From an optimization exercise on the open Yosys and OpenROAD flow, aimed at small area, a short achievable clock period and few clock cycles; shortcuts taken in it are not production practice.
The RTL was checked by simulation tests, not by an equivalence proof against the original design.
Power figures rest on the tool's default switching activity, not on a simulated workload.

## run.sh

```bash
#!/bin/bash
# synth_recipe.tcl (not shown) runs the flow's synth.tcl, then flattens the netlist and writes it again
# the make line also repeats each setting of config.mk as NAME=value (left out here)
make -C /OpenROAD-flow-scripts/flow DESIGN_CONFIG=/design/flow/config.mk WORK_HOME=/design/flow/orfs CLKGATE_MAP_FILE= SYNTH_SCRIPT=/design/flow/synth_recipe.tcl finish
```

## config.mk

```make
export PLATFORM = sky130hd
export DESIGN_NAME = usbasp_seq
export DESIGN_NICKNAME = usbasp_seq
export VERILOG_FILES = /design/flow/design.v
export SDC_FILE = /design/flow/constraint.sdc
export NUM_CORES = 4
export LEC_CHECK = 0
export CAP_MARGIN = 20
export CORE_MARGIN = 2
export CORE_UTILIZATION = 40
export PLACE_DENSITY = 0.6
export SLEW_MARGIN = 20
```

## constraint.sdc

```tcl
create_clock -name core_clock -period 8.0 [get_ports {clk}]
set_input_delay 1.6000 -clock core_clock [delete_from_list [all_inputs] [get_ports {clk}]]
set_output_delay 1.6000 -clock core_clock [all_outputs]
set_load 0.01 [all_outputs]
```

## design.v

```verilog
module usbasp_seq (
    input  wire        clk,
    input  wire        rst,
    input  wire        req_valid,
    output wire        req_ready,
    input  wire [1:0]  req_kind,       
    input  wire [63:0] req_data,       
    input  wire [3:0]  req_len,        
    output reg         rsp_valid,
    output reg  [2:0]  rsp_code,
    output reg  [3:0]  rsp_len,
    output reg  [63:0] rsp_data,
    output wire        tgt_valid,
    input  wire        tgt_ready,
    output reg  [4:0]  tgt_op,
    output reg  [31:0] tgt_addr,
    output reg  [63:0] tgt_wdata,
    output reg  [3:0]  tgt_len,
    input  wire [63:0] tgt_rdata,
    input  wire        rx_evt,
    input  wire [7:0]  rx_byte,
    input  wire        tx_evt,
    output wire        line_tx_valid,
    output wire [7:0]  line_tx_data,
    output reg         chan_en,
    output reg         rx_irq_en,
    output reg         tx_irq_en,
    output reg  [15:0] cfg_baud,
    output reg  [5:0]  cfg_mode
);
    localparam [1:0] K_SETUP = 2'd0, K_FILL = 2'd1, K_DRAIN = 2'd2;
    localparam [2:0] R_REPLY = 3'd0, R_MOREPKT = 3'd1, R_DATA = 3'd2,
                     R_MORE  = 3'd3, R_DONE    = 3'd4, R_NOTREADY = 3'd5;
    localparam [7:0] OPC_CONNECT        = 8'd1,
                     OPC_DISCONNECT     = 8'd2,
                     OPC_TRANSMIT       = 8'd3,
                     OPC_READ_FLASH     = 8'd4,
                     OPC_ENABLE_PROG    = 8'd5,
                     OPC_WRITE_FLASH    = 8'd6,
                     OPC_READ_EEPROM    = 8'd7,
                     OPC_WRITE_EEPROM   = 8'd8,
                     OPC_SET_LONG_ADDR  = 8'd9,
                     OPC_SET_ISP_SCK    = 8'd10,
                     OPC_TPI_CONNECT    = 8'd11,
                     OPC_TPI_DISCONNECT = 8'd12,
                     OPC_TPI_RAWREAD    = 8'd13,
                     OPC_TPI_RAWWRITE   = 8'd14,
                     OPC_TPI_READBLOCK  = 8'd15,
                     OPC_TPI_WRITEBLOCK = 8'd16,
                     OPC_UART_CONFIG    = 8'd60,
                     OPC_UART_FLUSHTX   = 8'd61,
                     OPC_UART_FLUSHRX   = 8'd62,
                     OPC_UART_DISABLE   = 8'd63,
                     OPC_UART_TX        = 8'd64,
                     OPC_UART_RX        = 8'd65,
                     OPC_UART_TX_FREE   = 8'd66,
                     OPC_GET_CAPS       = 8'd127;
    localparam [4:0] E_ISP_CONNECT    = 5'd1,
                     E_ISP_DISCONNECT = 5'd2,
                     E_ISP_XFER       = 5'd3,
                     E_ISP_ENTERPROG  = 5'd4,
                     E_ISP_SETSCK     = 5'd5,
                     E_ISP_RDFLASH    = 5'd6,
                     E_ISP_RDEEPROM   = 5'd7,
                     E_ISP_WRFLASH_I  = 5'd8,
                     E_ISP_WRFLASH_P  = 5'd9,
                     E_ISP_FLUSHPAGE  = 5'd10,
                     E_ISP_WREEPROM   = 5'd11,
                     E_TPI_CONNECT    = 5'd12,
                     E_TPI_DISCONNECT = 5'd13,
                     E_TPI_RECV       = 5'd14,
                     E_TPI_SEND       = 5'd15,
                     E_TPI_RDBLOCK    = 5'd16,
                     E_TPI_WRBLOCK    = 5'd17;
    localparam [3:0] OP_IDLE = 4'd0, OP_RFLASH = 4'd1, OP_REEPROM = 4'd2,
                     OP_WFLASH = 4'd3, OP_WEEPROM = 4'd4, OP_RTPI = 4'd5,
                     OP_WTPI = 4'd6, OP_UTX = 4'd7, OP_URX = 4'd8;
    localparam [2:0] S_IDLE = 3'd0, S_DEC = 3'd1, S_EV = 3'd2, S_NEXT = 3'd3,
                     S_URX = 3'd4, S_UTX = 3'd5, S_FIN = 3'd6;
    localparam [2:0] M_CMD = 3'd0, M_RBYTE = 3'd1, M_RTPI = 3'd2,
                     M_WFLASH = 3'd3, M_WEEPROM = 3'd4, M_WTPI = 3'd5;
    reg  [2:0]  state;
    reg  [1:0]  kind_q;
    reg  [63:0] pkt;
    reg  [3:0]  len_q;
    reg  [3:0]  op;
    reg  [31:0] cursor;
    reg  [15:0] remaining;
    reg  [15:0] page_size;
    reg  [15:0] page_counter;
    reg         blk_first;
    reg         blk_last;
    reg         long_mode;
    reg  [2:0]  mode;         
    reg  [4:0]  ev_op;        
    reg         flush_ph;     
    reg  [3:0]  idx;          
    reg  [3:0]  cnt;          
    reg  [63:0] rbuf;         
    reg  [63:0] ev_rdata;     
    reg  [7:0]  rx_buf [0:15];
    reg  [3:0]  rx_w, rx_r;
    reg  [7:0]  tx_buf [0:15];
    reg  [3:0]  tx_w, tx_r;
    wire [7:0]  opcode   = pkt[7:0];
    wire [15:0] addr16   = pkt[23:8];
    wire [7:0]  param_a  = pkt[31:24];
    wire [7:0]  param_b  = pkt[39:32];
    wire [15:0] len16    = pkt[55:40];
    wire        rx_empty = (rx_w == rx_r);
    wire        rx_full  = ((rx_w + 4'd1) == rx_r);
    wire        tx_empty = (tx_w == tx_r);
    wire        tx_full  = ((tx_w + 4'd1) == tx_r);
    wire [3:0]  tx_free  = tx_r - tx_w - 4'd1;
    wire        op_is_read  = (op == OP_RFLASH) || (op == OP_REEPROM) ||
                              (op == OP_RTPI)   || (op == OP_URX);
    wire        op_is_write = (op == OP_WFLASH) || (op == OP_WEEPROM) ||
                              (op == OP_WTPI)   || (op == OP_UTX);
    wire [3:0]  k_req = (remaining < {12'd0, len_q}) ? remaining[3:0] : len_q;
    wire [7:0]  pkt_byte = pkt[idx*8 +: 8];
    assign req_ready = (state == S_IDLE);
    assign tgt_valid = (state == S_EV);
    assign line_tx_valid = tx_evt && tx_irq_en && !tx_empty;
    assign line_tx_data  = tx_buf[tx_r];
    always @(*) begin
        tgt_op    = 5'd0;
        tgt_addr  = cursor;
        tgt_wdata = 64'd0;
        tgt_len   = 4'd1;
        case (mode)
            M_CMD: begin
                tgt_op = ev_op;
                case (ev_op)
                    E_ISP_XFER:    tgt_wdata = {56'd0, pkt[(idx+4'd1)*8 +: 8]};
                    E_ISP_SETSCK:  tgt_wdata = {56'd0, pkt[15:8]};
                    E_TPI_SEND:    tgt_wdata = {56'd0, pkt[15:8]};
                    E_TPI_CONNECT: tgt_wdata = {48'd0, addr16};
                    default:       tgt_wdata = 64'd0;
                endcase
            end
            M_RBYTE:   tgt_op = (op == OP_RFLASH) ? E_ISP_RDFLASH : E_ISP_RDEEPROM;
            M_RTPI: begin
                tgt_op  = E_TPI_RDBLOCK;
                tgt_len = cnt;
            end
            M_WFLASH: begin
                if (flush_ph)
                    tgt_op = E_ISP_FLUSHPAGE;
                else if (page_size == 16'd0)
                    tgt_op = E_ISP_WRFLASH_I;
                else
                    tgt_op = E_ISP_WRFLASH_P;
                tgt_wdata = {56'd0, pkt_byte};
            end
            M_WEEPROM: begin
                tgt_op    = E_ISP_WREEPROM;
                tgt_wdata = {56'd0, pkt_byte};
            end
            M_WTPI: begin
                tgt_op    = E_TPI_WRBLOCK;
                tgt_len   = cnt;
                tgt_wdata = pkt;
            end
            default: ;
        endcase
    end
    wire        paged     = (page_size != 16'd0);
    wire [15:0] pc_dec    = paged ? (page_counter - 16'd1) : page_counter;
    wire        page_full = paged && (pc_dec == 16'd0);
    wire [15:0] pc_next   = page_full ? page_size : pc_dec;
    wire [15:0] rem_dec   = remaining - 16'd1;
    wire        forced    = (rem_dec == 16'd0) && blk_last && (pc_next != page_size);
    always @(posedge clk) begin
        if (rst) begin
            state     <= S_IDLE;
            op        <= OP_IDLE;
            long_mode <= 1'b0;
            rx_w      <= 4'd0;
            rx_r      <= 4'd0;
            tx_w      <= 4'd0;
            tx_r      <= 4'd0;
            chan_en   <= 1'b0;
            rx_irq_en <= 1'b0;
            tx_irq_en <= 1'b0;
            rsp_valid <= 1'b0;
            rsp_code  <= 3'd0;
            rsp_len   <= 4'd0;
            rsp_data  <= 64'd0;
            kind_q    <= 2'd0;
            pkt       <= 64'd0;
            len_q     <= 4'd0;
            mode      <= M_CMD;
            ev_op     <= 5'd0;
            flush_ph  <= 1'b0;
            idx       <= 4'd0;
            cnt       <= 4'd0;
            rbuf      <= 64'd0;
            ev_rdata  <= 64'd0;
        end else begin
            rsp_valid <= 1'b0;
            if (rx_evt && rx_irq_en && !rx_full) begin
                rx_buf[rx_w] <= rx_byte;
                rx_w         <= rx_w + 4'd1;
            end
            if (tx_evt && tx_irq_en) begin
                if (!tx_empty)
                    tx_r <= tx_r + 4'd1;
                else
                    tx_irq_en <= 1'b0;
            end
            case (state)
                S_IDLE: begin
                    if (req_valid) begin
                        kind_q <= req_kind;
                        pkt    <= req_data;
                        len_q  <= req_len;
                        state  <= S_DEC;
                    end
                end
                S_DEC: begin
                    idx      <= 4'd0;
                    rbuf     <= 64'd0;
                    flush_ph <= 1'b0;
                    case (kind_q)
                        K_SETUP: begin
                            mode <= M_CMD;
                            case (opcode)
                                OPC_CONNECT:        begin ev_op <= E_ISP_CONNECT;    state <= S_EV; end
                                OPC_DISCONNECT:     begin ev_op <= E_ISP_DISCONNECT; state <= S_EV; end
                                OPC_TRANSMIT:       begin ev_op <= E_ISP_XFER;       state <= S_EV; end
                                OPC_ENABLE_PROG:    begin ev_op <= E_ISP_ENTERPROG;  state <= S_EV; end
                                OPC_SET_ISP_SCK:    begin ev_op <= E_ISP_SETSCK;     state <= S_EV; end
                                OPC_TPI_CONNECT:    begin ev_op <= E_TPI_CONNECT;    state <= S_EV; end
                                OPC_TPI_DISCONNECT: begin ev_op <= E_TPI_DISCONNECT; state <= S_EV; end
                                OPC_TPI_RAWREAD:    begin ev_op <= E_TPI_RECV;       state <= S_EV; end
                                OPC_TPI_RAWWRITE:   begin ev_op <= E_TPI_SEND;       state <= S_EV; end
                                OPC_SET_LONG_ADDR: begin
                                    cursor    <= pkt[39:8];
                                    long_mode <= 1'b1;
                                    rsp_code  <= R_REPLY; rsp_len <= 4'd0;
                                    rsp_valid <= 1'b1;    state   <= S_IDLE;
                                end
                                OPC_READ_FLASH, OPC_READ_EEPROM, OPC_WRITE_FLASH,
                                OPC_WRITE_EEPROM, OPC_TPI_READBLOCK, OPC_TPI_WRITEBLOCK: begin
                                    if (!long_mode)
                                        cursor <= {16'd0, addr16};
                                    remaining <= len16;
                                    case (opcode)
                                        OPC_READ_FLASH:     op <= OP_RFLASH;
                                        OPC_READ_EEPROM:    op <= OP_REEPROM;
                                        OPC_TPI_READBLOCK:  op <= OP_RTPI;
                                        OPC_TPI_WRITEBLOCK: op <= OP_WTPI;
                                        OPC_WRITE_EEPROM: begin
                                            op        <= OP_WEEPROM;
                                            page_size <= 16'd0;
                                            blk_first <= 1'b0;
                                            blk_last  <= 1'b0;
                                        end
                                        default: begin  
                                            op        <= OP_WFLASH;
                                            page_size <= {4'd0, param_b[7:4], param_a};
                                            blk_first <= param_b[0];
                                            blk_last  <= param_b[1];
                                            if (param_b[0])
                                                page_counter <= {4'd0, param_b[7:4], param_a};
                                        end
                                    endcase
                                    rsp_code  <= R_MOREPKT; rsp_len <= 4'd0;
                                    rsp_valid <= 1'b1;      state   <= S_IDLE;
                                end
                                OPC_UART_TX, OPC_UART_RX: begin
                                    remaining <= len16;
                                    op        <= (opcode == OPC_UART_TX) ? OP_UTX : OP_URX;
                                    rsp_code  <= R_MOREPKT; rsp_len <= 4'd0;
                                    rsp_valid <= 1'b1;      state   <= S_IDLE;
                                end
                                OPC_UART_CONFIG: begin
                                    rx_r      <= rx_w;
                                    tx_r      <= tx_w;
                                    cfg_baud  <= addr16;
                                    cfg_mode  <= param_a[5:0];
                                    chan_en   <= 1'b1;
                                    rx_irq_en <= 1'b1;
                                    tx_irq_en <= 1'b0;
                                    rsp_code  <= R_REPLY; rsp_len <= 4'd0;
                                    rsp_valid <= 1'b1;    state   <= S_IDLE;
                                end
                                OPC_UART_FLUSHTX: begin
                                    tx_r      <= tx_w;
                                    rsp_code  <= R_REPLY; rsp_len <= 4'd0;
                                    rsp_valid <= 1'b1;    state   <= S_IDLE;
                                end
                                OPC_UART_FLUSHRX: begin
                                    rx_r      <= rx_w;
                                    rsp_code  <= R_REPLY; rsp_len <= 4'd0;
                                    rsp_valid <= 1'b1;    state   <= S_IDLE;
                                end
                                OPC_UART_DISABLE: begin
                                    chan_en   <= 1'b0;
                                    rx_irq_en <= 1'b0;
                                    tx_irq_en <= 1'b0;
                                    rsp_code  <= R_REPLY; rsp_len <= 4'd0;
                                    rsp_valid <= 1'b1;    state   <= S_IDLE;
                                end
                                OPC_UART_TX_FREE: begin
                                    rsp_data  <= {48'd0, 4'd0, tx_free, 8'd0};
                                    rsp_code  <= R_REPLY; rsp_len <= 4'd2;
                                    rsp_valid <= 1'b1;    state   <= S_IDLE;
                                end
                                OPC_GET_CAPS: begin
                                    rsp_data  <= {56'd0, 8'h41};
                                    rsp_code  <= R_REPLY; rsp_len <= 4'd4;
                                    rsp_valid <= 1'b1;    state   <= S_IDLE;
                                end
                                default: begin  
                                    rsp_code  <= R_REPLY; rsp_len <= 4'd0;
                                    rsp_valid <= 1'b1;    state   <= S_IDLE;
                                end
                            endcase
                        end
                        K_FILL: begin
                            cnt <= k_req;
                            if (!op_is_read) begin
                                rsp_code  <= R_NOTREADY; rsp_len <= 4'd0;
                                rsp_valid <= 1'b1;       state   <= S_IDLE;
                            end else if (op == OP_URX) begin
                                state <= S_URX;
                            end else if (k_req == 4'd0) begin
                                state <= S_FIN;
                            end else begin
                                mode  <= (op == OP_RTPI) ? M_RTPI : M_RBYTE;
                                state <= S_EV;
                            end
                        end
                        default: begin  
                            cnt <= k_req;
                            if (!op_is_write) begin
                                rsp_code  <= R_NOTREADY; rsp_len <= 4'd0;
                                rsp_valid <= 1'b1;       state   <= S_IDLE;
                            end else if (op == OP_UTX) begin
                                state <= S_UTX;
                            end else if (k_req == 4'd0) begin
                                state <= S_FIN;
                            end else begin
                                case (op)
                                    OP_WFLASH:  mode <= M_WFLASH;
                                    OP_WEEPROM: mode <= M_WEEPROM;
                                    default:    mode <= M_WTPI;
                                endcase
                                state <= S_EV;
                            end
                        end
                    endcase
                end
                S_EV: begin
                    if (tgt_ready) begin
                        ev_rdata <= tgt_rdata;
                        state    <= S_NEXT;
                    end
                end
                S_NEXT: begin
                    state <= S_EV;
                    case (mode)
                        M_CMD: begin
                            case (ev_op)
                                E_ISP_XFER: begin
                                    rbuf[idx*8 +: 8] <= ev_rdata[7:0];
                                    idx <= idx + 4'd1;
                                    if (idx == 4'd3) begin
                                        rsp_data  <= {rbuf[63:32], ev_rdata[7:0], rbuf[23:0]};
                                        rsp_code  <= R_REPLY; rsp_len <= 4'd4;
                                        rsp_valid <= 1'b1;    state   <= S_IDLE;
                                    end
                                end
                                E_ISP_ENTERPROG, E_TPI_RECV: begin
                                    rsp_data  <= {56'd0, ev_rdata[7:0]};
                                    rsp_code  <= R_REPLY; rsp_len <= 4'd1;
                                    rsp_valid <= 1'b1;    state   <= S_IDLE;
                                end
                                E_ISP_SETSCK: begin
                                    rsp_data  <= 64'd0;
                                    rsp_code  <= R_REPLY; rsp_len <= 4'd1;
                                    rsp_valid <= 1'b1;    state   <= S_IDLE;
                                end
                                E_ISP_DISCONNECT, E_TPI_DISCONNECT: begin
                                    op        <= OP_IDLE;
                                    long_mode <= 1'b0;
                                    rsp_code  <= R_REPLY; rsp_len <= 4'd0;
                                    rsp_valid <= 1'b1;    state   <= S_IDLE;
                                end
                                default: begin
                                    rsp_code  <= R_REPLY; rsp_len <= 4'd0;
                                    rsp_valid <= 1'b1;    state   <= S_IDLE;
                                end
                            endcase
                        end
                        M_RBYTE: begin
                            rbuf[idx*8 +: 8] <= ev_rdata[7:0];
                            cursor    <= cursor + 32'd1;
                            remaining <= remaining - 16'd1;
                            idx       <= idx + 4'd1;
                            if (idx + 4'd1 == cnt)
                                state <= S_FIN;
                        end
                        M_RTPI: begin
                            rbuf      <= ev_rdata;
                            cursor    <= cursor + {28'd0, cnt};
                            remaining <= remaining - {12'd0, cnt};
                            idx       <= cnt;
                            state     <= S_FIN;
                        end
                        M_WFLASH: begin
                            if (!flush_ph) begin
                                page_counter <= pc_next;
                                remaining    <= rem_dec;
                                if (rem_dec == 16'd0)
                                    op <= OP_IDLE;
                                if (page_full || forced) begin
                                    flush_ph <= 1'b1;
                                end else begin
                                    cursor <= cursor + 32'd1;
                                    idx    <= idx + 4'd1;
                                    if (idx + 4'd1 == cnt)
                                        state <= S_FIN;
                                end
                            end else begin
                                flush_ph <= 1'b0;
                                cursor   <= cursor + 32'd1;
                                idx      <= idx + 4'd1;
                                if (idx + 4'd1 == cnt)
                                    state <= S_FIN;
                            end
                        end
                        M_WEEPROM: begin
                            remaining <= rem_dec;
                            cursor    <= cursor + 32'd1;
                            idx       <= idx + 4'd1;
                            if (idx + 4'd1 == cnt)
                                state <= S_FIN;
                        end
                        default: begin  
                            cursor    <= cursor + {28'd0, cnt};
                            remaining <= remaining - {12'd0, cnt};
                            state     <= S_FIN;
                        end
                    endcase
                end
                S_URX: begin
                    if (idx != cnt && !rx_empty) begin
                        rbuf[idx*8 +: 8] <= rx_buf[rx_r];
                        rx_r      <= rx_r + 4'd1;
                        remaining <= remaining - 16'd1;
                        idx       <= idx + 4'd1;
                    end else begin
                        state <= S_FIN;
                    end
                end
                S_UTX: begin
                    if (idx != cnt && !tx_full) begin
                        tx_buf[tx_w] <= pkt_byte;
                        tx_w      <= tx_w + 4'd1;
                        tx_irq_en <= 1'b1;
                        remaining <= remaining - 16'd1;
                        idx       <= idx + 4'd1;
                    end else begin
                        state <= S_FIN;
                    end
                end
                S_FIN: begin
                    rsp_valid <= 1'b1;
                    state     <= S_IDLE;
                    if (kind_q == K_FILL) begin
                        rsp_code <= R_DATA;
                        rsp_len  <= idx;
                        rsp_data <= rbuf;
                        if (idx != 4'd8)
                            op <= OP_IDLE;
                    end else begin
                        rsp_len <= 4'd0;
                        if (remaining == 16'd0) begin
                            op       <= OP_IDLE;
                            rsp_code <= R_DONE;
                        end else begin
                            rsp_code <= R_MORE;
                        end
                    end
                end
                default: state <= S_IDLE;
            endcase
        end
    end
endmodule
```

==> run notes <==
[area by class of cell]
cell class                 instances  area [µm²]
fill                            7513       41900
sequential                       671       17000
multi-input combinational       2428       15200
timing repair buffer             416        4070
clock buffer                     102        2120
tap                             1070        1340
clock inverter                    37         335
inverter                          45         169
antenna                            1        2.50
[cells by family after synthesis]
| family | after synthesis | share of synthesized area |
|---|---|---|
| flops | 671 | 0.513 |
| simple gates | 1281 | 0.178 |
| mux | 171 | 0.0823 |
| fa+ha+maj | 36 | 0.0143 |
| xor+xnor | 101 | 0.0267 |
| compound gates | 839 | 0.151 |
| buf+inv | 298 | 0.0350 |
[final timing paths]
| kind | end | from | cells past startpoint |
|---|---|---|---|
| worst min register to register | rsp_data[14] | rsp_data[14] | 2 |
| worst max-delay path | tgt_wdata[3] | idx[1] | 7 |
| worst min-delay path | rsp_data[14] | rsp_data[14] | 2 |
| worst max register to register | cursor[30] | mode[0] | 16 |
[routing by layer]
metal,vias up,track usage,share of wire
met2,1123,0.408,0.47
li1,12820,-,-
met5,-,0,0.00016
met1,13517,0.359,0.43
met4,4,0.0852,0.032
met3,201,0.0387,0.073
[report_power, final]
group / internal [mW] / switching, mW / leakage, nW
logic: 0.243 / 0.371 / 5.81
registers: 3.71 / 0.141 / 5.81
clock network: 1.98 / 1.46 / 1.21
total: 5.93 / 1.98 / 12.8
[per-stage QoR]
| step | instances | area (µm²) | hold WS (ns) | worst slack, ns | util |
|---|---|---|---|---|---|
| after floorplan | 3397 | 33100 | 0.433 | 2.91 | - |
| after global placement | 4627 | 37600 | 0.441 | 2.51 | 0.458 |
| after detailed placement | 4628 | 37700 | 0.444 | 2.52 | 0.459 |
| after CTS | 4767 | 40100 | 0.452 | 1.85 | 0.489 |
| after global routing | 4769 | 40200 | 0.468 | 1.67 | 0.489 |
| final | 4770 | 40200 | 0.449 | 1.92 | 0.489 |
[sequential cells by signal, summed over array words and instances (netlist names), 32 cells and up, named ones only]
name and flops:
rx_buf 128, tx_buf 128, ev_rdata 64, pkt 64
rbuf 64, rsp_data 64, cursor 32
[layout by cell type, fill, tap and decap left out, types with 53 or more instances in the layout]
master,instances
edfxtp_1,355
nand2_1,546
buf_4,53
a21oi_1,324
xnor2_1,63
nor2_1,268
and2_1,72
clkdlybuf4s50_1,359
nor3_1,65
nand3_1,121
dfxtp_1,311
o21ai_0,212
a211oi_1,72
mux2i_1,79
clkbuf_16,77
mux4_2,80
[worst max-delay path: cells and delay by family (launching register included)]
| kind | cells | cell delay [ns] |
|---|---|---|
| AO/OA/AOI/OAI | 2 | 0.45 |
| AND/OR/NAND/NOR | 1 | 0.76 |
| buffers and inverters | 2 | 1.01 |
| flip-flops | 1 | 0.95 |
| multiplexers | 2 | 0.63 |
[Yosys cell counts, types with 6 or more instances]
cell        n  area (µm²)
nand2b_1   32         200
or4_1       8        60.1
nand3b_1    7        52.6
inv_1      45         169
a22o_1     25         219
nor2b_1    21         131
mux4_2     80        1800
a221o_1     6        60.1
buf_1      27         101
mux2_2      8        90.1
and3_1     14        87.6
or2_2       9        56.3
a21oi_1   326        1630
dfxtp_1   316        6330
o22ai_1    17         106
nand2_1   549        2060
a21o_1      7        52.6
or3_1      15        93.8
a221oi_1   15         131
xor2_1     38         333
nor3_1     70         350
a22oi_1    35         263
o21ai_0   212        1060
ha_1       33         413
o221ai_1   10        87.6
nand3_1   121         606
o21a_1     13        97.6
o21ai_1    11        55.1
edfxtp_1  355       10700
a211oi_1   73         548
clkbuf_1  213         800
nor3b_1     9        67.6
a31oi_1    41         257
and2_1     74         463
nor2_1    279        1050
mux2i_1    80         801
buf_2       7        35.0
nand4_1    17         106
xnor2_1    63         552
nor4_1     20         125
==> results by group <==
Timing
  – Worst slew pin tran: 1.10 ns
  – Final Hold Fails: 0
  – Max Clk Rate: between 150 and 200 MHz
  – Slew headroom: 0.264
  – # setup viols final: 0
  – Clk_skew: approximately 0.040 ns
  – Min Clock Period, post-route: around 6.1 ns
  – Max-slew violation count: 0
  – RSZ-0062 raised after global routing: false
  – Setup TNS after final layout: 0 ns
  – Period utilization: 0.760

Clock tree
  – Clock buffer depth: 3
  – Sink Count: about 670
  – CTS tree: done
  – CTS root buf: clkbuf_16
  – Post-cts resize count: 0
  – Postcts setup bufs: 0
  – Worst-path clk slew: roughly 0.060 ns
  – Hold buffers post-CTS: 0
  – CTS Buf Count: 76
  – H-tree Lvls: 3
  – Skew-Pair Late Insertion Delay: ~0.64 ns

Die
  – Die height: 292 µm
  – Die width: just under 300 µm
  – IO Count: around 360
  – Initial Utilization: 0.404
  – Core Area: 82100 µm²
  – Die footprint: between 80000 and 90000 µm²
  – Placement row count: roughly 110

Pwr
  – P per Cell Area: between 150 and 200 nW/µm²
  – Leakage: roughly 13 nW
  – Worst VDD drop: 0.144 mV
  – Power Total: between 7 and 8 mW

Drt
  – Wirelength, routed: roughly 110000 µm
  – DR vias/cell: 5.80
  – Drt wl/cell: around 24 µm
  – Detail Route Antenna Nets: 0
  – Initial drt markers: 3208
  – Via count: 27.7k
  – DRC Markers: 0
  – Pre-antenna DRT Iters: 6

Logic synthesis
  – Async S/R FF share, synth: 0
  – Synth cell types: roughly 90
  – Mapped cell area: between 30000 and 40000 µm²
  – Post-synth EDFFs: ~360
  – FF+latch count, synth: approximately 670
  – Mapped Cells: about 3.4k
  – Register area share after synthesis: 0.513
  – Synth Warn #: 1
  – Most common flop cell mapped by yosys: edfxtp_1
  – Mapped Nets: ~3.6k
  – Syn_area_per_cell: approximately 9.8 µm²

Global routing
  – First-pass GRT wire length: 167000 µm
  – Initial antenna violation count: 3
  – Largest net degree at the start of global routing: roughly 140
  – Total GRT Usage: 0.257
  – Vias in the first global route: about 26k
  – Gr ovfl total: 0

Critical path
  – Crit Path Class: flip-flop to output port
  – CP dominant cell by count: a22o_1
  – CP startpoint kind: flip-flop
  – Crit end category: output port
  – Crit path DAT: roughly 4.5 ns
  – Setup slack, reg-to-reg: between 3 and 4 ns
  – Max stage delay on crit path: around 0.95 ns
  – Required time of the critical path: approximately 6.4 ns
  – Crit Path Max Fanout: 34
  – Worst-path cell chain: buf_4 > mux2i_1 > mux4_2 > nor2_1 > a22o_1 > a22o_1 > clkdlybuf4s50_1
  – Crit path max-delay cell type: dfxtp_2

Min path
  – Hold Path Class: flip-flop to flip-flop

Final layout
  – # nets final: approximately 3.8k
  – Layout area overhead: 21.3%
  – Fraction of layout cells with a size suffix above 1: 0.0906

Run status
  – Outcome: no timing/DRC/antenna violations

Placement
  – RePlAce Congestion: 0.906
  – I/O Buffers: 360
  – HPWL after DPL: 76800 µm

Run
  – Max cap viols: 0
Testbench counts, summed over its fixed seeds: cycles 39,594.

[separate check: timing with driven ports]
No port has a modelled driver above. Below, the same layout with a new extraction and two added sets of constraints.
Step 1 assumes that a clkbuf_16 drives the clock port and a buf_2 every other input.
Step 2 times the ports against the registers' clock, not the clock port: input delays grow and output delays shrink by t, the midpoint of the rising clock arrivals with the driver on.
Slacks: no drivers / after step 1 / after step 2; pairs: no drivers / after step 1.
t (ns): 0.692
setup slack, ns: 1.924 / 1.857 / 2.549
hold slack, ns: 0.449 / 0.449 / 0.449
pins driven straight from the clock port: 1
After both steps setup and hold are still met in this run. The setup slack of this run moves by -0.067 ns with the drivers and by +0.625 ns with both steps.
